From an optimization exercise on the open Yosys and OpenROAD flow, aimed at small area; shortcuts taken in it are not production practice.
Only simulation tests tie the RTL to the original design; equivalence was not proved.

`flow/flow/run.sh`:
```
#!/bin/bash
# Layout flow: the standard ORFS flow, with
#  - synthesis: the standard flow's script, but ABC maps with an area-oriented script (flow/area.abc);
#    registers, passes and flattening are the standard synthesis's
#  - port buffers: sky130_fd_sc_hd__buf_1 on every input and output port
#  - CTS: clkbuf_8 tree without dummy loads
# Each tool's output is in orfs/logs/; make's output is in standard.log.
set -euo pipefail
HERE=$(pwd)
ABC_SCRIPT="$HERE/flow/area.abc"
{
  head -1 synth_recipe.tcl
  cat <<EOT
proc abc {args} {
  set i [lsearch -exact \$args -script]
  if {\$i >= 0} { lset args [expr {\$i + 1}] {$ABC_SCRIPT} }
  yosys abc {*}\$args
}
EOT
  tail -n +2 synth_recipe.tcl
} > synth_area.tcl

bash standard.sh \
  SYNTH_SCRIPT="$HERE/synth_area.tcl" \
  "BUFFER_PORTS_ARGS=-buffer_cell sky130_fd_sc_hd__buf_1" \
  "CTS_ARGS=-sink_clustering_enable -repair_clock_nets -dont_use_dummy_load -buf_list sky130_fd_sc_hd__clkbuf_8 -sink_clustering_size 16 -sink_clustering_max_diameter 60" \
  finish > standard.log 2>&1
```
`flow/flow/area.abc`:
```
&get -n
&st
&deepsyn -T 20
&dch -f
&nf -a -R 1000
&put
```
`flow/standard.sh`:
```
#!/bin/bash
# synth_recipe.tcl (not shown) runs the flow's synth.tcl, then flattens the netlist and writes it again
# the make line also repeats each setting of config.mk as NAME=value (left out here)
make -C /OpenROAD-flow-scripts/flow DESIGN_CONFIG=/design/flow/config.mk WORK_HOME=/design/flow/orfs CLKGATE_MAP_FILE= SYNTH_SCRIPT=/design/flow/synth_recipe.tcl "${@:-finish}"
```
`flow/config.mk`:
```
export PLATFORM = sky130hd
export DESIGN_NAME = ftbc
export DESIGN_NICKNAME = ftbc
export VERILOG_FILES = /design/flow/design.v
export SDC_FILE = /design/flow/constraint.sdc
export NUM_CORES = 4
export LEC_CHECK = 0
export CAP_MARGIN = 20
export CORE_MARGIN = 2
export CORE_UTILIZATION = 60
export PLACE_DENSITY = 0.7
export SLEW_MARGIN = 20
export SYNTH_HIERARCHICAL = 1
```
`flow/constraint.sdc`:
```
create_clock -name core_clock -period 15.0 [get_ports {clk}]
set_input_delay 3.0000 -clock core_clock [delete_from_list [all_inputs] [get_ports {clk}]]
set_output_delay 3.0000 -clock core_clock [all_outputs]
set_load 0.01 [all_outputs]
```
`flow/design.v`:
```
module ftbc (
    input  wire        clk,
    input  wire        rst,           
    input  wire        bus_en,
    input  wire        bus_we,
    input  wire [1:0]  bus_size,      
    input  wire [12:0] bus_addr,      
    input  wire [31:0] bus_wdata,
    output reg  [31:0] bus_rdata,
    output reg         bus_berr,
    output wire        tx_valid,
    output wire [7:0]  tx_data,
    input  wire [2:0]  tx_resp,
    output wire        rx_rd,
    input  wire [2:0]  rx_resp,
    input  wire [7:0]  rx_data,
    input  wire        tick,
    output wire        irq
);
    localparam [3:0] IDLE    = 4'd0,
                     S_HDR   = 4'd1,
                     S_PAY   = 4'd2,
                     S_ACK   = 4'd3,
                     R_HDR   = 4'd4,
                     R_PAY   = 4'd5,
                     R_CHK   = 4'd6,
                     R_ACK   = 4'd7,
                     R_FLUSH = 4'd8;
    localparam [3:0] E_NONE       = 4'd0,
                     E_CLOSED     = 4'd1,
                     E_WSHORT     = 4'd2,
                     E_WFAIL      = 4'd3,
                     E_TIMEOUT    = 4'd4,
                     E_RFAIL      = 4'd5,
                     E_CHECKSUM   = 4'd6,
                     E_SIZE       = 4'd7,
                     E_SEQUENCE   = 4'd8,
                     E_ACK        = 4'd9,
                     E_INV_SIZE   = 4'd10,
                     E_ILLEGAL    = 4'd11,
                     E_TOO_LARGE  = 4'd12;
    reg        irq_en, rx_partial;
    reg        done;
    reg [3:0]  err_code;
    reg [31:0] len_r;
    reg [31:0] timeout_r;
    reg        res_pos;       
    reg [5:0]  pos_r;
    reg [7:0]  hdr_r;
    reg [31:0] codec_data0, codec_data1;
    reg [3:0]  cfg_size;
    reg        cfg_is_first;
    reg [7:0]  cfg_hdr_in;
    reg [3:0]  res_ck;
    reg [7:0]  res_hdr_out;
    reg [3:0]  res_dec_ck;
    reg        res_dec_first;
    reg [2:0]  res_dec_size;
    reg [3:0]  state;
    reg        first_r;
    reg [2:0]  k_r;           
    reg [31:0] tmo_cnt;       
    reg        tmo_past;      
    reg [3:0]  rx_ck;         
    reg [255:0] bufm;         
    wire busy = (state != IDLE);
    function [3:0] ck_step;
        input [3:0] c;
        input [7:0] d;
        begin
            ck_step[0] = c[0] ^ c[2] ^ d[0] ^ d[3] ^ d[4] ^ d[6];
            ck_step[1] = c[1] ^ c[2] ^ c[3] ^ d[0] ^ d[1] ^ d[3] ^ d[5] ^ d[6] ^ d[7];
            ck_step[2] = c[0] ^ c[2] ^ c[3] ^ d[1] ^ d[2] ^ d[4] ^ d[6] ^ d[7];
            ck_step[3] = c[1] ^ c[3] ^ d[2] ^ d[3] ^ d[5] ^ d[7];
        end
    endfunction
    wire        in_regs = (bus_addr[12:6] == 7'd0) && (bus_addr[5:0] < 6'h34);
    wire        in_buf  = (bus_addr[12:5] == 8'h80);
    wire        al_word = (bus_size == 2'd2) && (bus_addr[1:0] == 2'b00);
    wire        acc_ok  = in_regs ? al_word :
                          in_buf  ? (al_word || (bus_size == 2'd0) ||
                                     ((bus_size == 2'd1) && !bus_addr[0])) : 1'b0;
    wire        host_ok = bus_en && !rst && acc_ok;
    wire        host_rd = host_ok && !bus_we;
    wire        reg_wr  = host_ok && bus_we && in_regs;
    wire        buf_wr  = host_ok && bus_we && in_buf && !busy;
    wire [3:0]  reg_idx = bus_addr[5:2];
    reg [12:0]  rsel;                
    reg [12:0]  wsel;                
    integer     ri;
    always @(*) begin
        for (ri = 0; ri < 13; ri = ri + 1) begin
            rsel[ri] = host_rd && in_regs && (reg_idx == ri);
            wsel[ri] = reg_wr && (reg_idx == ri);
        end
    end
    wire [31:0] reg_rdata =
          ({32{rsel[0]}}  & {30'd0, rx_partial, irq_en})
        | ({32{rsel[2]}}  & {24'd0, state, first_r, (err_code != 4'd0), done, busy})
        | ({32{rsel[3]}}  & {28'd0, err_code})
        | ({32{rsel[4]}}  & len_r)
        | ({32{rsel[5]}}  & timeout_r)
        | ({32{rsel[6]}}  & {26'd0, res_pos & pos_r[5], {5{res_pos}} & pay_idx})
        | ({32{rsel[7]}}  & {26'd0, pos_r})
        | ({32{rsel[8]}}  & {24'd0, hdr_v})
        | ({32{rsel[9]}}  & codec_data0)
        | ({32{rsel[10]}} & codec_data1)
        | ({32{rsel[11]}} & {16'd0, cfg_hdr_in, 3'd0, cfg_is_first, cfg_size})
        | ({32{rsel[12]}} & {5'd0, res_dec_size, 3'd0, res_dec_first, res_dec_ck,
                             res_hdr_out, 4'd0, res_ck});
    wire        brd = host_rd && in_buf;
    reg  [7:0]  bwsel;
    integer     wi;
    always @(*)
        for (wi = 0; wi < 8; wi = wi + 1) bwsel[wi] = brd && (bus_addr[4:2] == wi);
    wire [31:0] bword;
    ftbc_bword u_bword (.bufm(bufm), .s(bwsel), .y(bword));
    wire [1:0]  ba = bus_addr[1:0];
    wire [7:0]  brd_b0 = ({8{ba == 2'd0}} & bword[7:0])   | ({8{ba == 2'd1}} & bword[15:8]) |
                         ({8{ba == 2'd2}} & bword[23:16]) | ({8{ba == 2'd3}} & bword[31:24]);
    wire [7:0]  brd_b1 = ({8{bus_size != 2'd0 && !ba[1]}} & bword[15:8]) |
                         ({8{bus_size != 2'd0 &&  ba[1]}} & bword[31:24]);
    wire [15:0] brd_hi = {16{bus_size[1]}} & bword[31:16];
    always @(*) begin
        bus_rdata = reg_rdata | {brd_hi, brd_b1, brd_b0};
        bus_berr  = bus_en && !rst && !acc_ok;
    end
    wire        st_idle  = (state == IDLE);
    wire        st_shdr  = (state == S_HDR);
    wire        st_spay  = (state == S_PAY);
    wire        st_sack  = (state == S_ACK);
    wire        st_rhdr  = (state == R_HDR);
    wire        st_rpay  = (state == R_PAY);
    wire        st_rchk  = (state == R_CHK);
    wire        st_rack  = (state == R_ACK);
    wire        st_flush = (state == R_FLUSH);
    wire        tx_acc   = (tx_resp == 3'd1);
    wire        tx_wait  = (tx_resp == 3'd0);
    wire [3:0]  tx_err   = (tx_resp == 3'd2) ? E_WSHORT :
                           (tx_resp == 3'd4) ? E_CLOSED : E_WFAIL;
    wire        rx_dat   = (rx_resp == 3'd1);
    wire        rx_nod   = (rx_resp == 3'd0);
    wire [3:0]  rx_err   = (rx_resp == 3'd4) ? E_CLOSED : E_RFAIL;
    wire [4:0]  pay_idx  = pos_r[4:0] + {2'b00, k_r};
    wire        k_last   = (k_r == hdr_r[2:0]);
    wire [5:0]  npos     = pos_r + {3'd0, hdr_r[2:0]} + 6'd1;
    wire        npos_end = (npos == len_r[5:0]);
    wire [5:0]  bleft    = len_r[5:0] - pos_r;
    wire [2:0]  bsz_m1   = (bleft[5:3] != 3'd0) ? 3'd7 : (bleft[2:0] - 3'd1);
    wire        timed    = st_sack || st_rhdr || st_rpay;
    wire        tmo_load = !timed || (st_rhdr && rx_dat);
    wire        tmo_dec  = timed && tick;
    wire [32:0] tmo_sub  = {1'b0, tmo_cnt} - {32'd0, tmo_dec};
    wire        expired  = tmo_past && (timeout_r != 32'd0);
    wire        cmd_start = wsel[1] && !busy;
    wire [3:0]  cmd_op    = bus_wdata[3:0];
    wire        len_big   = (len_r[31:6] != 26'd0) || (len_r[5] && (len_r[4:0] != 5'd0));
    wire        len_zero  = (len_r == 32'd0);
    wire        size_ok   = (cfg_size != 4'd0) && (cfg_size <= 4'd8);
    wire        ck_codec  = st_idle;
    wire [2:0]  ck_m1     = ck_codec ? (cfg_size[2:0] - 3'd1) : bsz_m1;
    wire [63:0] codec_p = {codec_data1, codec_data0};
    reg  [39:0] wnsel;       
    integer     gi, bi;
    always @(*) begin
        for (bi = 0; bi < 8; bi = bi + 1) begin
            for (gi = 0; gi < 4; gi = gi + 1)
                wnsel[5*bi+gi] = !ck_codec && (pos_r[4:3] == gi) &&
                                 (st_spay ? (k_r == bi) : (bi <= ck_m1));
            wnsel[5*bi+4] = ck_codec && (bi <= ck_m1);
        end
    end
    wire [63:0] win;
    ftbc_win u_win (.bufm(bufm), .cp(codec_p), .sel(wnsel), .win(win));
    wire [3:0]  ck;
    ftbc_ck u_ck (.win(win), .m1(ck_m1), .ck(ck));
    reg  [7:0]  pay_byte;
    integer     pi;
    always @(*) begin
        pay_byte = 8'd0;
        for (pi = 0; pi < 8; pi = pi + 1) pay_byte = pay_byte | win[8*pi +: 8];
    end
    assign tx_valid = !rst && (st_shdr || st_spay || st_rack);
    wire [7:0]  hdr_v    = st_shdr ? {ck, first_r, bsz_m1} : hdr_r;
    assign tx_data  = !tx_valid ? 8'h00 : st_spay ? pay_byte : hdr_v;
    assign rx_rd    = !rst && (st_sack || st_rhdr || st_rpay || st_flush);
    assign irq      = !rst && irq_en && done;
    wire [31:0] wd = rst ? 32'd0 : bus_wdata;
    always @(posedge clk) begin
        if (rst || wsel[0]) irq_en <= wd[0];
        if (rst || (wsel[0] && !busy)) rx_partial <= wd[1];
        if (rst || (wsel[4] && !busy)) len_r <= wd;
        if (rst || (wsel[5] && !busy)) timeout_r <= wd;
        if (rst || wsel[9])  codec_data0 <= wd;
        if (rst || wsel[10]) codec_data1 <= wd;
        if (rst || wsel[11]) begin
            cfg_size     <= wd[3:0];
            cfg_is_first <= wd[4];
            cfg_hdr_in   <= wd[15:8];
        end
    end
    always @(posedge clk) begin
        if (tmo_load) begin
            tmo_cnt  <= timeout_r;
            tmo_past <= 1'b0;
        end else begin
            tmo_cnt  <= tmo_sub[31:0];
            tmo_past <= tmo_past || tmo_sub[32];
        end
    end
    always @(posedge clk) begin
        if (st_shdr || st_rhdr)
            k_r <= 3'd0;
        else if ((st_spay && tx_acc) || (st_rpay && rx_dat))
            k_r <= k_last ? 3'd0 : k_r + 3'd1;
        else if (st_rpay && (!rx_nod || expired))
            k_r <= 3'd0;
        if (st_rpay) begin
            if (rx_dat) rx_ck <= ck_step(rx_ck, rx_data);
        end else
            rx_ck <= 4'd0;
    end
    always @(posedge clk) begin
        if (rst) begin
            done          <= 1'b0;
            err_code      <= E_NONE;
            res_pos       <= 1'b0;
            pos_r         <= 6'd0;
            hdr_r         <= 8'd0;
            res_ck        <= 4'd0;
            res_hdr_out   <= 8'd0;
            res_dec_ck    <= 4'd0;
            res_dec_first <= 1'b0;
            res_dec_size  <= 3'd0;
            state         <= IDLE;
            first_r       <= 1'b0;
        end else begin
            if (wsel[2] && bus_wdata[1]) done <= 1'b0;
            if (cmd_start) begin
                done <= 1'b1;
                case (cmd_op)
                    4'h1: begin  
                        if (size_ok) begin
                            res_ck   <= ck;
                            err_code <= E_NONE;
                        end else
                            err_code <= E_INV_SIZE;
                    end
                    4'h2: begin  
                        if (size_ok) begin
                            res_hdr_out <= {ck, cfg_is_first, ck_m1};
                            err_code    <= E_NONE;
                        end else
                            err_code <= E_INV_SIZE;
                    end
                    4'h3: begin  
                        res_dec_ck    <= cfg_hdr_in[7:4];
                        res_dec_first <= cfg_hdr_in[3];
                        res_dec_size  <= cfg_hdr_in[2:0];
                        err_code      <= E_NONE;
                    end
                    4'h4, 4'h5: begin  
                        err_code <= len_big ? E_TOO_LARGE : E_NONE;
                        res_pos  <= 1'b0;
                        pos_r    <= 6'd0;
                        first_r  <= !len_big && !len_zero;
                        if (!len_big && !len_zero) begin
                            done <= 1'b0;
                            if (!cmd_op[0])
                                state <= S_HDR;
                            else
                                state <= R_HDR;
                        end
                    end
                    default: err_code <= E_ILLEGAL;
                endcase
            end
            if (st_shdr) hdr_r <= hdr_v;
            case (state)
                S_HDR, S_PAY, R_ACK: begin
                    if (!tx_wait && !tx_acc) begin
                        err_code <= tx_err;
                        res_pos  <= 1'b1;
                        state    <= IDLE;
                        done     <= 1'b1;
                    end else if (tx_acc) begin
                        if (st_shdr)
                            state <= S_PAY;
                        else if (st_spay) begin
                            if (k_last) state <= S_ACK;
                        end else begin
                            pos_r   <= npos;
                            first_r <= 1'b0;
                            if (npos_end) begin
                                res_pos  <= 1'b1;
                                state    <= IDLE;
                                done     <= 1'b1;
                            end else
                                state <= R_HDR;
                        end
                    end
                end
                S_ACK: begin
                    if (rx_dat) begin
                        if (rx_data == hdr_r) begin
                            pos_r   <= npos;
                            first_r <= 1'b0;
                            if (npos_end) begin
                                res_pos  <= 1'b1;
                                state    <= IDLE;
                                done     <= 1'b1;
                            end else
                                state <= S_HDR;
                        end else begin
                            err_code <= E_ACK;
                            res_pos  <= 1'b1;
                            state    <= IDLE;
                            done     <= 1'b1;
                        end
                    end else if (!rx_nod || expired) begin
                        err_code <= rx_nod ? E_TIMEOUT : rx_err;
                        res_pos  <= 1'b1;
                        state    <= IDLE;
                        done     <= 1'b1;
                    end
                end
                R_HDR: begin
                    if (rx_dat) begin
                        hdr_r <= rx_data;
                        if (rx_data[2:0] > bsz_m1) begin
                            err_code <= E_SIZE;
                            res_pos  <= rx_partial;
                            state    <= IDLE;
                            done     <= 1'b1;
                        end else if (rx_data[3] != first_r)
                            state <= R_FLUSH;
                        else
                            state <= R_PAY;
                    end else if (!rx_nod || expired) begin
                        err_code <= rx_nod ? E_TIMEOUT : rx_err;
                        res_pos  <= rx_partial;
                        state    <= IDLE;
                        done     <= 1'b1;
                    end
                end
                R_FLUSH: begin
                    if (!rx_dat) begin
                        err_code <= E_SEQUENCE;
                        res_pos  <= rx_partial;
                        state    <= IDLE;
                        done     <= 1'b1;
                    end
                end
                R_PAY: begin
                    if (rx_dat) begin
                        if (k_last) state <= R_CHK;
                    end else if (!rx_nod || expired) begin
                        err_code <= rx_nod ? E_TIMEOUT : rx_err;
                        res_pos  <= rx_partial;
                        state    <= IDLE;
                        done     <= 1'b1;
                    end
                end
                R_CHK: begin
                    if (rx_ck == hdr_r[7:4])
                        state <= R_ACK;
                    else begin
                        err_code <= E_CHECKSUM;
                        res_pos  <= rx_partial;
                        state    <= IDLE;
                        done     <= 1'b1;
                    end
                end
                default: ;
            endcase
        end
    end
    wire [31:0] lanes;
    ftbc_lanes u_lanes (.rx(rx_data), .w(bus_wdata),
                        .sel({busy, !busy && bus_size == 2'd0, !busy && bus_size == 2'd1,
                              !busy && bus_size == 2'd2, !busy,
                              !busy && bus_size != 2'd2,
                              !busy && bus_size != 2'd0}),
                        .y(lanes));
    wire       rx_wr = !rst && st_rpay && rx_dat;
    wire [4:0] wa    = busy ? pay_idx : bus_addr[4:0];
    wire       wr_sz0 = busy || (bus_size == 2'd0);
    wire       wr_sz1 = !busy && (bus_size == 2'd1);
    wire       wr_any = busy ? rx_wr : buf_wr;
    reg [3:0]  lane_en;
    reg [31:0] bwe;
    integer    bj;
    always @(*) begin
        for (bj = 0; bj < 4; bj = bj + 1)
            lane_en[bj] = wr_sz0 ? (wa[1:0] == bj) : wr_sz1 ? (wa[1] == (bj >> 1)) : 1'b1;
        for (bj = 0; bj < 32; bj = bj + 1)
            bwe[bj] = wr_any && (wa[4:2] == (bj >> 2)) && lane_en[bj % 4];
    end
    integer bk;
    always @(posedge clk) begin
        for (bk = 0; bk < 32; bk = bk + 1)
            if (bwe[bk])
                bufm[8*bk +: 8] <= lanes[8*(bk % 4) +: 8];
    end
endmodule
module ftbc_win (
    input  wire [255:0] bufm,
    input  wire [63:0]  cp,
    input  wire [39:0]  sel,
    output reg  [63:0]  win
);
    integer i, g;
    always @(*) begin
        for (i = 0; i < 8; i = i + 1) begin
            win[8*i +: 8] = {8{sel[5*i+4]}} & cp[8*i +: 8];
            for (g = 0; g < 4; g = g + 1)
                win[8*i +: 8] = win[8*i +: 8] | ({8{sel[5*i+g]}} & bufm[64*g + 8*i +: 8]);
        end
    end
endmodule
module ftbc_bword (
    input  wire [255:0] bufm,
    input  wire [7:0]   s,
    output reg  [31:0]  y
);
    integer i;
    always @(*) begin
        y = 32'd0;
        for (i = 0; i < 8; i = i + 1) y = y | ({32{s[i]}} & bufm[32*i +: 32]);
    end
endmodule
module ftbc_ck (
    input  wire [63:0] win,
    input  wire [2:0]  m1,
    output wire [3:0]  ck
);
    function [3:0] ck_sum;
        input [63:0] w;
        reg [14:0] c;
        reg [3:1] lo, hi;
        begin
            c[0] = w[12] ^ w[29] ^ w[46] ^ w[63];
            c[1] = w[13] ^ w[30] ^ w[47] ^ w[48];
            c[2] = w[14] ^ w[31] ^ w[32] ^ w[49];
            c[3] = w[15] ^ w[16] ^ w[33] ^ w[50];
            c[4] = w[0] ^ w[17] ^ w[34] ^ w[51];
            c[5] = w[1] ^ w[18] ^ w[35] ^ w[52];
            c[6] = w[2] ^ w[19] ^ w[36] ^ w[53];
            c[7] = w[3] ^ w[20] ^ w[37] ^ w[54];
            c[8] = w[4] ^ w[21] ^ w[38] ^ w[55] ^ w[56];
            c[9] = w[5] ^ w[22] ^ w[39] ^ w[40] ^ w[57];
            c[10] = w[6] ^ w[23] ^ w[24] ^ w[41] ^ w[58];
            c[11] = w[7] ^ w[8] ^ w[25] ^ w[42] ^ w[59];
            c[12] = w[9] ^ w[26] ^ w[43] ^ w[60];
            c[13] = w[10] ^ w[27] ^ w[44] ^ w[61];
            c[14] = w[11] ^ w[28] ^ w[45] ^ w[62];
            lo[1] = c[0] ^ c[8] ^ c[13] ^ c[14];
            lo[2] = c[1] ^ c[5] ^ c[9] ^ c[11];
            lo[3] = c[4] ^ c[7] ^ c[10] ^ c[12];
            hi[1] = c[2] ^ c[5] ^ c[8] ^ c[10];
            hi[2] = c[3] ^ c[7] ^ c[9] ^ c[14];
            hi[3] = c[6] ^ c[11] ^ c[12] ^ c[13];
            ck_sum[0] = lo[1] ^ lo[3];
            ck_sum[1] = lo[2] ^ lo[3];
            ck_sum[2] = hi[1] ^ hi[3];
            ck_sum[3] = hi[2] ^ hi[3];
        end
    endfunction
    function [3:0] ck_mul8;
        input [3:0] v;
        begin
            ck_mul8[0] = v[0] ^ v[2];
            ck_mul8[1] = v[1] ^ v[2] ^ v[3];
            ck_mul8[2] = v[0] ^ v[2] ^ v[3];
            ck_mul8[3] = v[1] ^ v[3];
        end
    endfunction
    function [3:0] ck_mul16;
        input [3:0] v;
        begin
            ck_mul16[0] = v[3];
            ck_mul16[1] = v[0] ^ v[3];
            ck_mul16[2] = v[1];
            ck_mul16[3] = v[2];
        end
    endfunction
    function [3:0] ck_mul32;
        input [3:0] v;
        begin
            ck_mul32[0] = v[2];
            ck_mul32[1] = v[2] ^ v[3];
            ck_mul32[2] = v[0] ^ v[3];
            ck_mul32[3] = v[1];
        end
    endfunction
    wire [3:0]  s0 = ck_sum(win);
    wire [3:0]  s1 = m1[0] ? ck_mul8(s0)  : s0;
    wire [3:0]  s2 = m1[1] ? ck_mul16(s1) : s1;
    assign      ck = m1[2] ? ck_mul32(s2) : s2;
endmodule
module ftbc_lanes (
    input  wire [7:0]  rx,
    input  wire [31:0] w,
    input  wire [6:0]  sel,
    output wire [31:0] y
);
    wire       s_rx = sel[6], s0 = sel[5], s1 = sel[4], s2 = sel[3];
    wire       hs = sel[2], n2 = sel[1], n0 = sel[0];
    wire [7:0] w0 = w[7:0], w1 = w[15:8], w2 = w[23:16], w3 = w[31:24];
    assign y[7:0]   = ({8{s_rx}} & rx) | ({8{hs}} & w0);
    assign y[15:8]  = ({8{s_rx}} & rx) | ({8{s0}} & w0) | ({8{n0}} & w1);
    assign y[23:16] = ({8{s_rx}} & rx) | ({8{n2}} & w0) | ({8{s2}} & w2);
    assign y[31:24] = ({8{s_rx}} & rx) | ({8{s0}} & w0) | ({8{s1}} & w1) | ({8{s2}} & w3);
endmodule
```
==> results_dict.tcl, run 1 <==
set metrics [dict create \
    status "timing/DRC/antenna clean" \
    fmax_ghz 0.0832 \
    antenna_found_initial 3 \
    cts_hold_buf 0 \
    viasPerCell 7.60 \
    dp_hpwl_um 70100 \
    final_nets 2248 \
    cp_slowest_cell "dfxtp_1" \
    fin_skew_ns 0.0602 \
    dieHeight_um 200 \
    path_common_cell "xnor2_1" \
    area_growth_pct 8.43 \
    io_buffers 109 \
    slowest_delay_ns 0.66 \
    overflow 0 \
    hold_class "reg -> reg" \
    synth_nets 2066 \
    worstPathMaxFanout 45 \
    clock_latency_ns 0.65 \
    cap_violations 0 \
    grt_pass1_vias 18700 \
    period_share_pct 80.1 \
    period_needed_ns 12.02 \
    r2r-end "hdr_r[6]" \
    gp_congestion 1.04 \
    grt.total_usage_pct 45.4 \
    root_buffer "clkbuf_8" \
    clk_path_buf_depth 3 \
    required_ns 12.00 \
    initial_core_util_pct 61.1 \
    grt_pass1_wl_um 130000 \
    critPathLaunchType "flop" \
    worst-path-buf-inv 5 \
    setup-violations-final 0 \
    ios 110 \
    cp.arrival_ns 9.02 \
    slew_headroom_pct 19.3 \
    yosys_warnings 10 \
    hp-start "res_hdr_out[2]" \
    worstMarginPinSlew_ns 1.21 \
    syn_area_sq_mm 0.0231 \
    post_cts_resized 0 \
    vias 20300 \
    mostFrequentLayoutCells "399 x edfxtp_1, 252 x a22oi_1, 214 x nand2_1" \
    core_region_area_sq_mm 0.0378 \
    r2r_slack_ns 7.14 \
    ys_async_sr_fraction_pct 0 \
    die_w_um 200 \
    crit_type "reg -> out" \
    synth.avg_cell_area_sq_um 11.7 \
    ys.flop_type "edfxtp_1" \
    drc 0 \
    post_drt_wl_per_cell_um 34.7 \
    synth_cells 1973 \
    antenna_left 0 \
    cts.sinks 484 \
    grt_setup_unrepaired "false" \
    fin_setup_tns_ns 0 \
    drv_slew 0 \
    grt_start_max_net_pins 66 \
    yosysUniqueCellTypes 50 \
    critPathTopFamily "compound AO/OA/AOI/OAI gates" \
    drt_iter0_drc 3734 \
    worstReg2RegStart "state[2]" \
    cp.depth 31 \
    cp-end-kind "primary output" \
    clkSlewWorstSetupHoldPaths_ns 0.10 \
    crit_start "state[2]" \
    final_layout_size_suffix_gt1_share_pct 4.55 \
    num_rows 71 \
    cts_tree "built" \
    synth-edff-count 399 \
    finalHoldViolCount 0 \
    post_cts.repair.setup_buffers 0 \
    final_common_cell "edfxtp_1" \
    ys_ff_latch 484 \
    wl_um 92600 \
    dr.pass1.iters 14 \
    rr_worst_depth 30 \
    fillers 2815 \
    dieArea_sq_mm 0.0401 \
    cp-endpoint "bus_rdata[7]" \
    cts_buffers 41 \
    seq_area_frac_synth_pct 59.2 \
    htreeDepth 2 \
]
==> how the worst min path moves through the flow <==
stage | endpoint | slack [ns] | cells after the start
global route | res_hdr_out[1] | 0.50 | 2
detailed placement | res_hdr_out[2] | 0.46 | 2
finish | res_hdr_out[2] | 0.48 | 2
global placement | res_hdr_out[2] | 0.44 | 2
floorplan | res_hdr_out[0] | 0.43 | 2
CTS | res_hdr_out[1] | 0.47 | 2
==> tightest hold or removal path, delay by kind of cell (launching register included) <==
| family | cells | cell delay, ns |
|---|---|---|
| AND/OR/NAND/NOR | 1 | 0.05 |
| AO/OA/AOI/OAI | 1 | 0.06 |
| flip-flops | 1 | 0.35 |
==> modules after synthesis, one instance, submodules excluded <==
module,copies in the design,cells inside,cell area [sq um]
ftbc_lanes,1,64,390
ftbc_win,1,192,1360
ftbc_ck,1,98,792
ftbc_bword,1,160,1160
ftbc,1,1459,19400
==> cell families (layout without fill, tap and decap cells) <==
group / count (synthesis) / after routing / synth area share (%)
mux: 25 / 25 / 1.30
other cells: 0 / 2 / 0
simple gates: 654 / 654 / 13.1
fa+ha+maj: 27 / 27 / 1.56
compound gates: 616 / 616 / 19.5
flops: 484 / 484 / 59.2
buf+inv: 47 / 227 / 0.763
xor+xnor: 120 / 120 / 4.61
==> sequential cells by signal, summed over array words and instances, names as in the netlist, 4 cells and up <==
register     count
len_r           32
state            4
codec_data0     32
pos_r            6
cfg_size         4
timeout_r       32
rx_ck            4
res_hdr_out      8
err_code         4
tmo_cnt         32
bufm           256
codec_data1     32
cfg_hdr_in       8
res_dec_ck       4
hdr_r            8
res_ck           4
==> metrics by stage <==
step	util, %	hold slack, ns	setup WS (ns)	area, sq um	instances
global route	66.2	0.499	2.48	25100	2664
finish	66.2	0.481	2.98	25100	2666
CTS	66.2	0.473	3.31	25100	2664
global placement	64.7	0.442	4.13	24500	2623
floorplan	-	0.425	4.61	23100	1973
detailed placement	64.7	0.457	3.98	24500	2623
==> layer usage <==
layer	vias up	routed length (um)	GRT usage [%]	share of wire [%]
li1	8277	-	-	-
met1	9691	32500	59.0	35
met2	1931	38600	65.2	42
met3	368	15600	19.8	17
met4	0	5910	22.2	6.4
met5	-	0	0	0
==> final cells by class <==
type	instances	area, sq um	area share, %
clock buffers	41	564	2.25
inverters	47	176	0.704
flip-flops and latches	484	13700	54.6
multi-input cells	1442	9370	37.4
diodes	2	5.00	0.0200
well taps	511	639	2.55
repair buffers	139	636	2.54
==> synth_stat cells, drive strengths merged (35+ instances only) <==
cell type | n | area (sq um)
nand4 | 37 | 231
edfxtp | 399 | 12000
clkinv | 47 | 176
xnor2 | 78 | 683
nand3 | 35 | 175
a21oi | 52 | 260
nand2 | 214 | 803
nor2 | 193 | 724
nor4 | 35 | 219
a222oi | 87 | 871
o21ai | 94 | 470
nor2b | 43 | 269
dfxtp | 85 | 1700
a22oi | 252 | 1890
xor2 | 41 | 359
==> run 2, diff against run 1 <==
--- a/flow/config.mk
+++ b/flow/config.mk
@@ -7,7 +7,7 @@
 export LEC_CHECK = 0
-export CAP_MARGIN = 20
+export CAP_MARGIN = 10
 export CORE_MARGIN = 2
-export CORE_UTILIZATION = 60
-export PLACE_DENSITY = 0.7
-export SLEW_MARGIN = 20
+export CORE_UTILIZATION = 40
+export PLACE_DENSITY = 0.5
+export SLEW_MARGIN = 10
 export SYNTH_HIERARCHICAL = 1
==> run 2 against run 1 <==
- still clean
- cell count grew 10%
- setup slack lost 0.022 ns
- critical path depth up 2
- utilization shrank 22 points
- highest routed layer is now met5
==> results_dict.tcl, run 2 <==
set metrics [dict create \
    status "timing/DRC/antenna clean" \
    regMostFlops "bufm" \
    gp_congestion 1.07 \
    synth_cells 1973 \
    synth_compound_area_share_pct 19.5 \
    syn_area_sq_mm 0.0231 \
    ys_ff_latch 484 \
    critPathLaunchType "flop" \
    rr_worst_depth 30 \
    core_region_area_sq_mm 0.0575 \
    dp_worst_setup_slack_ns 3.87 \
    ys_async_sr_fraction_pct 0 \
    cp.arrival_ns 9.04 \
    min_to "tmo_past" \
    htreeDepth 2 \
    fmax_ghz 0.0830 \
    r2r_slack_ns 6.96 \
    r2r-end "hdr_r[5]" \
    cp_slowest_cell "dfxtp_1" \
    fillers 5495 \
    initial_core_util_pct 40.2 \
    area_growth_pct 10.5 \
    cap_violations 0 \
    grt_pass1_wl_um 146000 \
    post_cts.repair.setup_buffers 0 \
    worstPathMaxFanout 31 \
    largest_reg_flops 256 \
    clk_path_buf_depth 3 \
    cts_buffers 46 \
    ys.flop_type "edfxtp_1" \
    synth_top_family_by_area "compound AO/OA/AOI/OAI gates" \
    finalHoldViolCount 0 \
    cts_tree "built" \
    required_ns 12.00 \
    hp-start "tmo_past" \
    antenna_left 0 \
    post_drt_wl_per_cell_um 35.9 \
    post_cts_resized 0 \
    critPathTopFamily "XOR/XNOR gates" \
    slowest_delay_ns 0.70 \
    synth-edff-count 399 \
    dr.pass1.iters 10 \
    synthSimpleGateAreaFrac_pct 13.1 \
    netlist_top_cells_area "edfxtp_1 52%, a22oi_1 8.2%, dfxtp_1 7.4%, a222oi_1 3.8%, nand2_1 3.5%" \
    synth.avg_cell_area_sq_um 11.7 \
    hold_class "reg -> reg" \
    ys_top_cells_by_count "399 x edfxtp_1, 252 x a22oi_1, 214 x nand2_1" \
    vias 20000 \
    whs_path_depth 1 \
    yosysUniqueCellTypes 50 \
    synth_nets 2066 \
    grt_setup_unrepaired "false" \
    fin_ws_ns 2.96 \
    root_buffer "clkbuf_8" \
    netlist.area_leader.share_pct 51.8 \
    cp.depth 33 \
    yosysTopAreaCell "edfxtp_1" \
    ios 110 \
    multi_input_area_sq_mm 0.00936 \
    clock_latency_ns 0.69 \
    dieHeight_um 244 \
    io_buffers 109 \
    cts_hold_buf 0 \
    worstMarginPinSlew_ns 1.24 \
    fin_setup_tns_ns 0 \
    seq_area_frac_synth_pct 59.2 \
    wl_um 105000 \
    fin_skew_ns 0.0886 \
    grt_pass1_vias 18700 \
    worst-path-buf-inv 5 \
    synth_xor_xnor_area_share_pct 4.61 \
    die_w_um 244 \
    mostFrequentLayoutCells "399 x edfxtp_1, 252 x a22oi_1, 214 x nand2_1" \
    overflow 0 \
    final_common_cell "edfxtp_1" \
    clkSlewWorstSetupHoldPaths_ns 0.08 \
    final_nets 2265 \
    cp-end-kind "primary output" \
    synthAdderAreaFrac_pct 1.56 \
    slew_headroom_pct 17.0 \
    seqCellArea_sq_mm 0.0137 \
    num_rows 88 \
    crit_type "reg -> out" \
    grt.total_usage_pct 34.8 \
    viasPerCell 6.82 \
    antenna_found_initial 3 \
    dieArea_sq_mm 0.0597 \
    post-synth-top-count-cell "edfxtp_1" \
    period_share_pct 80.3 \
    worstReg2RegStart "state[2]" \
    cts.sinks 484 \
    synthMuxAreaShare_pct 1.30 \
    final_layout_size_suffix_gt1_share_pct 5.16 \
    drt_iter0_drc 3705 \
    drc 0 \
    period_needed_ns 12.04 \
    path_common_cell "xnor2_1" \
    dp_hpwl_um 80000 \
    yosys_warnings 10 \
    setup-violations-final 0 \
    drv_slew 0 \
    grt_start_max_net_pins 66 \
]
run 2: cell types whose count changed in the layout (fill, tap and decap cells not counted):
cell / before / now
nor3_2: 2 / 0
diode_2: 2 / 4
clkbuf_8: 41 / 46
o21ai_4: 2 / 3
nor3_1: 17 / 19
nor2_1: 178 / 179
nor2_2: 13 / 12
o21ai_2: 1 / 0
buf_4: 30 / 42
run 2: final cells by class:
cell class,instances,area share [%]
flip-flops and latches,484,53.6
multi-input cells,1442,36.6
well taps,765,3.75
repair buffers,151,2.84
clock buffers,46,2.48
inverters,47,0.691
diodes,4,0.0392
run 2: worst max path at each step:
stage	slack, ns	endpoint	startpoint
finish	2.96	bus_rdata[5]	state[2]
global route	2.39	bus_rdata[5]	pos_r[1]
CTS	3.16	bus_rdata[5]	len_r[0]
detailed placement	3.87	bus_rdata[5]	len_r[0]
global placement	3.92	bus_rdata[5]	state[3]
floorplan	4.61	bus_rdata[5]	state[0]
run 2: metal layers:
metal | wire length (um) | track usage [%] | vias up
li1 | - | - | 8320
met1 | 43200 | 48.2 | 10000
met2 | 44500 | 51.0 | 1433
met5 | 11 | 0 | -
met4 | 5150 | 14.8 | 2
met3 | 12600 | 9.88 | 233
run 2: cell families (layout without fill, tap and decap cells):
| group | Yosys count | in the layout |
|---|---|---|
| compound gates | 616 | 616 |
| flops | 484 | 484 |
| other cells | 0 | 4 |
| mux | 25 | 25 |
| buf+inv | 47 | 244 |
| simple gates | 654 | 654 |
| xor+xnor | 120 | 120 |
| fa+ha+maj | 27 | 27 |
run 2: Yosys stat by module (local to each module, per instance):
module / cells / flip-flops and latches / times used / area, sq um
ftbc: 1459 / 484 / 1 / 19400
ftbc_bword: 160 / 0 / 1 / 1160
ftbc_ck: 98 / 0 / 1 / 792
ftbc_lanes: 64 / 0 / 1 / 390
ftbc_win: 192 / 0 / 1 / 1360
run 2: worst register-to-register path, delay by kind of cell, from the launching register on:
kind	cells	cell delay, ns
xor+xnor	10	2.55
compound gates	7	2.02
simple gates	8	1.20
buf+inv	4	0.91
flops	1	0.70
mux	1	0.53
run 2: stage by stage:
stage | utilization (%) | hold slack (ns) | area [sq um] | std cells
floorplan | - | 0.425 | 23100 | 1973
global placement | 43.3 | 0.445 | 24900 | 2889
detailed placement | 43.3 | 0.457 | 24900 | 2889
CTS | 44.4 | 0.477 | 25500 | 2935
global route | 44.4 | 0.502 | 25500 | 2936
finish | 44.4 | 0.470 | 25500 | 2939
==> run 3, diff against run 2 <==
--- a/flow/flow/run.sh
+++ b/flow/flow/run.sh
@@ -2,4 +2,5 @@
 # Layout flow: the standard ORFS flow, with
-#  - synthesis: the standard flow's script, but ABC maps with an area-oriented script (flow/area.abc);
-#    registers, passes and flattening are the standard synthesis's
+#  - synthesis: the standard flow's script, but ABC maps with an area-oriented script (flow/area.abc)
+#    and adders are left to ABC (no ADDER_MAP_FILE); registers, passes and
+#    flattening are the standard synthesis's
 #  - port buffers: sky130_fd_sc_hd__buf_1 on every input and output port
@@ -24,2 +25,3 @@
   SYNTH_SCRIPT="$HERE/synth_area.tcl" \
+  ADDER_MAP_FILE= \
   "BUFFER_PORTS_ARGS=-buffer_cell sky130_fd_sc_hd__buf_1" \
--- a/flow/config.mk
+++ b/flow/config.mk
@@ -7,7 +7,7 @@
 export LEC_CHECK = 0
-export CAP_MARGIN = 10
+export CAP_MARGIN = 20
 export CORE_MARGIN = 2
-export CORE_UTILIZATION = 40
-export PLACE_DENSITY = 0.5
-export SLEW_MARGIN = 10
+export CORE_UTILIZATION = 60
+export PLACE_DENSITY = 0.7
+export SLEW_MARGIN = 20
 export SYNTH_HIERARCHICAL = 1
==> run 3 against run 2 <==
- hold slack better by 0.014 ns
- register-to-register slack worse by 1.1 ns
- global-route usage is 13 points higher
- critical endpoint is now bus_rdata[6]
- largest cell class unchanged
- highest routed layer unchanged
==> results_dict.tcl, run 3 <==
set metrics [dict create \
    status "timing/DRC/antenna clean" \
    cts.sinks 484 \
    netlist_top_cells_area "edfxtp_1 52%, a22oi_1 7.5%, dfxtp_1 7.4%, a222oi_1 4.7%, nor2_1 3.6%" \
    post_cts_resized 0 \
    dp_cells 2611 \
    grt_start_max_net_pins 62 \
    dr.pass1.iters 15 \
    fin_ws_ns 1.87 \
    num_rows 71 \
    cp-end-kind "primary output" \
    yosysTopAreaCell "edfxtp_1" \
    ys_async_sr_fraction_pct 0 \
    gp_congestion 1.12 \
    yosys_warnings 10 \
    grt_setup_unrepaired "false" \
    setup-violations-final 0 \
    period_share_pct 87.5 \
    instances_no_fill 2658 \
    finalHoldViolCount 0 \
    ios 110 \
    dieHeight_um 200 \
    fin_setup_tns_ns 0 \
    drv_slew 0 \
    post_drt_wl_per_cell_um 35.9 \
    vias 20900 \
    synth-edff-count 399 \
    cts_buffers 44 \
    utilization_pct 66.5 \
    cap_violations 0 \
    clock_latency_ns 0.67 \
    synth_nets 2015 \
    drc 0 \
    die_w_um 200 \
    fmax_ghz 0.0761 \
    synth.avg_cell_area_sq_um 11.8 \
    core_region_area_sq_mm 0.0377 \
    ys_ff_latch 484 \
    path_common_cell "xnor2_1" \
    cts_tree "built" \
    syn_area_sq_mm 0.0229 \
    synth_cells 1949 \
    dp_hpwl_um 71700 \
    seq_area_frac_synth_pct 59.6 \
    required_ns 12.00 \
    io_buffers 109 \
    antenna_left 0 \
    cp.depth 30 \
    wl_um 95400 \
    hold_class "reg -> reg" \
    post-synth-top-count-cell "edfxtp_1" \
    yosysUniqueCellTypes 56 \
    final_nets 2213 \
    rr_worst_depth 27 \
    htreeDepth 2 \
    overflow 0 \
    whs_path_depth 2 \
    worst-path-buf-inv 4 \
    fin_skew_ns 0.0692 \
    largest_reg_flops 256 \
    crit_type "reg -> out" \
    grt_pass1_vias 19100 \
    antenna_found_initial 4 \
    critPathLaunchType "flop" \
    clk_path_buf_depth 3 \
    worstMarginPinSlew_ns 1.17 \
    grt_pass1_wl_um 133000 \
    period_needed_ns 13.13 \
    post_cts.repair.setup_buffers 0 \
    regMostFlops "bufm" \
    final_common_cell "edfxtp_1" \
    critPathTopFamily "compound AO/OA/AOI/OAI gates" \
    grt.total_usage_pct 47.8 \
    slew_headroom_pct 21.1 \
    clkSlewWorstSetupHoldPaths_ns 0.11 \
    ys_top_cells_by_count "399 x edfxtp_1, 230 x a22oi_1, 217 x nor2_1" \
    dp_worst_setup_slack_ns 3.10 \
    slowest_delay_ns 0.92 \
    viasPerCell 7.85 \
    cp.arrival_ns 10.13 \
    worstPathMaxFanout 25 \
    initial_core_util_pct 60.9 \
    final_layout_size_suffix_gt1_share_pct 5.36 \
    cts_hold_buf 0 \
    area_growth_pct 9.12 \
    mostFrequentLayoutCells "399 x edfxtp_1, 230 x a22oi_1, 204 x nor2_1" \
    ys.flop_type "edfxtp_1" \
    netlist.area_leader.share_pct 52.2 \
    drt_iter0_drc 4548 \
    dieArea_sq_mm 0.0398 \
    root_buffer "clkbuf_8" \
    cp_slowest_cell "o21ai_0" \
]
-- run 3: changes by cell type in the layout (fill, tap and decap cells not counted), sizes merged, moves of 22 or more --
cell   delta
a22oi    -22
nor2     +24
o21ai    -36
nor3     +24
or3      -29
ha       -24
-- run 3: per-layer routing --
metal	global-route usage, %	routed length, um
met3	22.0	17900
met2	65.8	37700
met4	25.2	7010
met1	63.0	32800
met5	0	66
-- run 3: cells by family (layout without fill, tap and decap cells) --
group / Yosys count / in the layout / synth area share (%)
and+or+nand+nor: 693 / 693 / 14.0
AOI/OAI and AO/OA: 578 / 578 / 19.0
DFF: 484 / 484 / 59.6
xor gates and xnor gates: 137 / 137 / 5.29
buffers and inverters: 28 / 224 / 0.458
muxes: 26 / 26 / 1.46
adders and majority gates: 3 / 3 / 0.131
other: 0 / 2 / 0
-- run 3: final timing paths --
| check | startpoint | to | slack, ns |
|---|---|---|---|
| setup reg to reg | state[3] | hdr_r[6] | 5.87 |
| hold / removal | tmo_cnt[11] | tmo_cnt[11] | 0.48 |
| hold reg to reg | tmo_cnt[11] | tmo_cnt[11] | 0.48 |
| setup / recovery | state[3] | bus_rdata[6] | 1.87 |
-- run 3: cell type report --
class	instances	area [sq um]
Multi-Input combinational cell	1437	9250
Fill cell	2841	12600
Clock buffer	44	606
Antenna cell	2	5.00
Timing Repair Buffer	152	746
Sequential cell	484	13700
Tap cell	511	639
Inverter	28	105
-- run 3: per-module statistics from Yosys, one instance, submodules excluded --
module	flops+latches	cells	area [sq um]	times used
ftbc	484	1435	19200	1
ftbc_bword	0	160	1160	1
ftbc_ck	0	98	792	1
ftbc_lanes	0	64	390	1
ftbc_win	0	192	1360	1
-- run 3: metrics by stage --
stage               area, sq um  hold slack [ns]
floorplan                 22900            0.434
global placement          24400            0.444
detailed placement        24400            0.465
CTS                       25000            0.483
global route              25000            0.493
finish                    25000            0.484
-- run 3: worst min-delay path: stages, from the launching register on --
cell	delay, ns
dfxtp_1	0.32
o21ai_0	0.07
a21oi_1	0.06
==> run 4, diff against run 3 <==
==> flow/run.sh (new file) <==
#!/bin/bash
# synth_recipe.tcl (not shown) runs the flow's synth.tcl, then flattens the netlist and writes it again
# the make line also repeats each setting of config.mk as NAME=value (left out here)
make -C /OpenROAD-flow-scripts/flow DESIGN_CONFIG=/design/flow/config.mk WORK_HOME=/design/flow/orfs CLKGATE_MAP_FILE= SYNTH_SCRIPT=/design/flow/synth_recipe.tcl finish
--- a/flow/config.mk
+++ b/flow/config.mk
@@ -9,4 +9,7 @@
 export CORE_MARGIN = 2
-export CORE_UTILIZATION = 60
-export PLACE_DENSITY = 0.7
+export CORE_UTILIZATION = 45
+export CTS_BUF_LIST = sky130_fd_sc_hd__clkbuf_8
+export CTS_CLUSTER_DIAMETER = 60
+export CTS_CLUSTER_SIZE = 16
+export PLACE_DENSITY = 0.55
 export SLEW_MARGIN = 20
removed: flow/flow/run.sh
removed: flow/flow/area.abc
removed: flow/standard.sh
==> run 4 against run 3 <==
- still clean on timing, DRC and antenna
- sequential share of layout area shrank 5.7 points
- clock skew down 0.039 ns
- critical path type unchanged
- largest cell class unchanged
==> results_dict.tcl, run 4 <==
set metrics [dict create \
    ys.flop_type "edfxtp_1" \
    status "timing/DRC/antenna clean" \
    yosysTopAreaCell "edfxtp_1" \
    worstReg2RegStart "pos_r[3]" \
    fmax_ghz 0.0807 \
    synth_nets 2368 \
    post_cts.repair.setup_buffers 0 \
    regMostFlops "bufm" \
    vias 21300 \
    r2r-end "hdr_r[6]" \
    dieArea_sq_mm 0.0580 \
    clk_path_buf_depth 3 \
    hold_class "reg -> reg" \
    grt_setup_unrepaired "false" \
    crit_start "pos_r[3]" \
    fin_setup_tns_ns 0 \
    placed_area_sq_mm 0.0270 \
    fin_skew_ns 0.0299 \
    setup-violations-final 0 \
    area_growth_pct 10.6 \
    cp.arrival_ns 9.39 \
    grt_pass1_wl_um 147000 \
    core_region_area_sq_mm 0.0553 \
    clock_latency_ns 0.68 \
    hp-start "res_dec_size[1]" \
    dr.pass1.iters 10 \
    ios 110 \
    grt_start_max_net_pins 67 \
    final_nets 2422 \
    grt.total_usage_pct 36.3 \
    htreeDepth 2 \
    clkSlewWorstSetupHoldPaths_ns 0.10 \
    seq_area_frac_synth_pct 54.2 \
    synth.avg_cell_area_sq_um 11.1 \
    period_share_pct 82.6 \
    slew_headroom_pct 21.2 \
    cts_tree "built" \
    cts_hold_buf 0 \
    ys_async_sr_fraction_pct 0 \
    dieHeight_um 241 \
    cap_violations 0 \
    io_buffers 109 \
    drv_slew 0 \
    ys_top_cells_by_count "399 x edfxtp_1, 252 x nand2_1, 244 x a22oi_1" \
    drt_iter0_drc 3981 \
    root_buffer "clkbuf_8" \
    post_cts_resized 0 \
    syn_area_sq_mm 0.0253 \
    overflow 0 \
    final_layout_size_suffix_gt1_share_pct 8.01 \
    die_w_um 241 \
    required_ns 12.00 \
    final_area_sq_mm 0.0279 \
    cp-endpoint "bus_rdata[6]" \
    yosysUniqueCellTypes 84 \
    initial_core_util_pct 45.7 \
    antenna_left 0 \
    synth_cells 2275 \
    gp_congestion 1.02 \
    netlist_top_cells_area "edfxtp_1 47%, a22oi_1 7.3%, dfxtp_1 6.7%, nand2_1 3.7%, a222oi_1 3.7%" \
    num_rows 86 \
    largest_reg_flops 256 \
    viasPerCell 6.85 \
    post_drt_wl_per_cell_um 34.2 \
    final_common_cell "edfxtp_1" \
    netlist.area_leader.share_pct 47.4 \
    yosys_warnings 10 \
    synth-edff-count 399 \
    grt_pass1_vias 19600 \
    drc 0 \
    cts.sinks 484 \
    finalHoldViolCount 0 \
    dp_cells 3030 \
    wl_um 107000 \
    crit_type "reg -> out" \
    cp-end-kind "primary output" \
    antenna_found_initial 8 \
    period_needed_ns 12.39 \
    worstMarginPinSlew_ns 1.18 \
    mostFrequentLayoutCells "399 x edfxtp_1, 251 x nand2_1, 244 x a22oi_1" \
    instances_no_fill 3111 \
    worstPathMaxFanout 15 \
    post-synth-top-count-cell "edfxtp_1" \
    r2r_slack_ns 7.40 \
    dp_hpwl_um 81000 \
    cts_buffers 45 \
    rr_worst_depth 21 \
    critPathLaunchType "flop" \
    ys_ff_latch 484 \
]
## run 4: worst min path at each step
stage	endpoint	slack, ns	cells after the start
after floorplan	res_dec_ck[0]	0.43	2
after global placement	res_dec_size[1]	0.45	2
after detailed placement	res_dec_size[1]	0.45	2
after CTS	res_dec_size[1]	0.47	2
after global routing	res_hdr_out[0]	0.49	2
final	res_dec_size[1]	0.47	2
## run 4: logic make-up (layout without fill, tap and decap cells)
family	after synthesis	count (layout)	share of synthesized area (%)
AOI/OAI and AO/OA	607	607	18.1
xor gates and xnor gates	143	143	5.67
adders and majority gates	27	27	1.43
buffers and inverters	186	271	3.46
DFF	484	484	54.2
muxes	45	45	2.03
other	0	3	0
and+or+nand+nor	783	783	15.2
## run 4: metal layers
layer	GRT usage [%]	share of wire (%)	routed length (um)	up-vias
li1	-	-	-	8976
met1	49.8	39	41700	10500
met2	54.1	43	46000	1587
met3	10.7	13	13900	270
met4	14.1	4.6	4880	10
met5	0	0.052	55	-
## run 4: through the flow
stage | setup WS (ns) | hold slack (ns) | utilization (%)
5_1_grt | 2.23 | 0.490 | 50.5
3_5_place_dp | 3.61 | 0.452 | 48.8
6_report | 2.61 | 0.472 | 50.5
4_1_cts | 2.89 | 0.467 | 50.5
3_3_place_gp | 3.64 | 0.450 | 48.8
2_1_floorplan | 5.55 | 0.431 | -
## run 4: area by class of cell
type	instances	area, sq um
Fill cell	5034	27400
Sequential cell	484	13700
Multi-Input combinational cell	1605	10800
Timing Repair Buffer	151	1400
Tap cell	748	936
Clock buffer	47	647
Clock inverter	31	312
Inverter	42	158
Antenna cell	3	7.51
## run 4: critical path: stages (launching register included)
cell	delay, ns
dfxtp_1	0.62
inv_1	0.25
ha_1	0.36
or4_1	0.60
a221oi_4	0.58
a31oi_4	0.39
a31oi_1	0.54
nor2_1	0.25
a222oi_1	0.47
nand2_1	0.19
xnor2_1	0.18
xnor2_1	0.29
xnor3_1	0.48
xnor2_1	0.29
xnor3_1	0.32
mux2i_4	0.17
xnor2_2	0.15
xor2_1	0.20
mux4_2	0.53
mux2_2	0.31
a222oi_1	0.85
nand2_1	0.18
clkdlybuf4s50_1	0.53
## run 4: modules after synthesis, one instance, submodules excluded
module / area [sq um] / flip-flops and latches
ftbc_ck: 1030 / 0
ftbc_win: 1540 / 0
ftbc_bword: 1340 / 0
ftbc_lanes: 463 / 0
ftbc: 20900 / 484

-- separate check: timing with driven ports --
The flow's constraints put no driver on any port. The routed layouts listed below were extracted and timed again, unchanged, in two steps.
Step 1 sets driving cells, clkbuf_16 on the clock port and buf_2 on the other inputs (assumed; they add their load-dependent delay and slew).
Step 2 times the ports against the registers' clock, not the clock port: input delays grow and output delays shrink by t, the midpoint of the rising clock arrivals with the driver on.
Three values: no drivers, after step 1, after step 2; two values: the first two.
run | shift t [ns] | setup slack, ns | clock arrival spread, ns | worst data-port slew with drivers (ns) | cell pins on the clock port's net
run 1 | 0.678 | 2.978 / 2.922 / 3.600 | 0.070 / 0.071 | 0.04 | 1
run 2 | 0.708 | 2.956 / 2.899 / 3.606 | 0.089 / 0.089 | 0.04 | 1
run 3 | 0.685 | 1.868 / 1.816 / 2.501 | 0.080 / 0.080 | 0.05 | 1
run 4 | 0.728 | 2.606 / 2.545 / 3.273 | 0.034 / 0.035 | 0.06 | 1
After both steps every run listed still meets setup and hold.
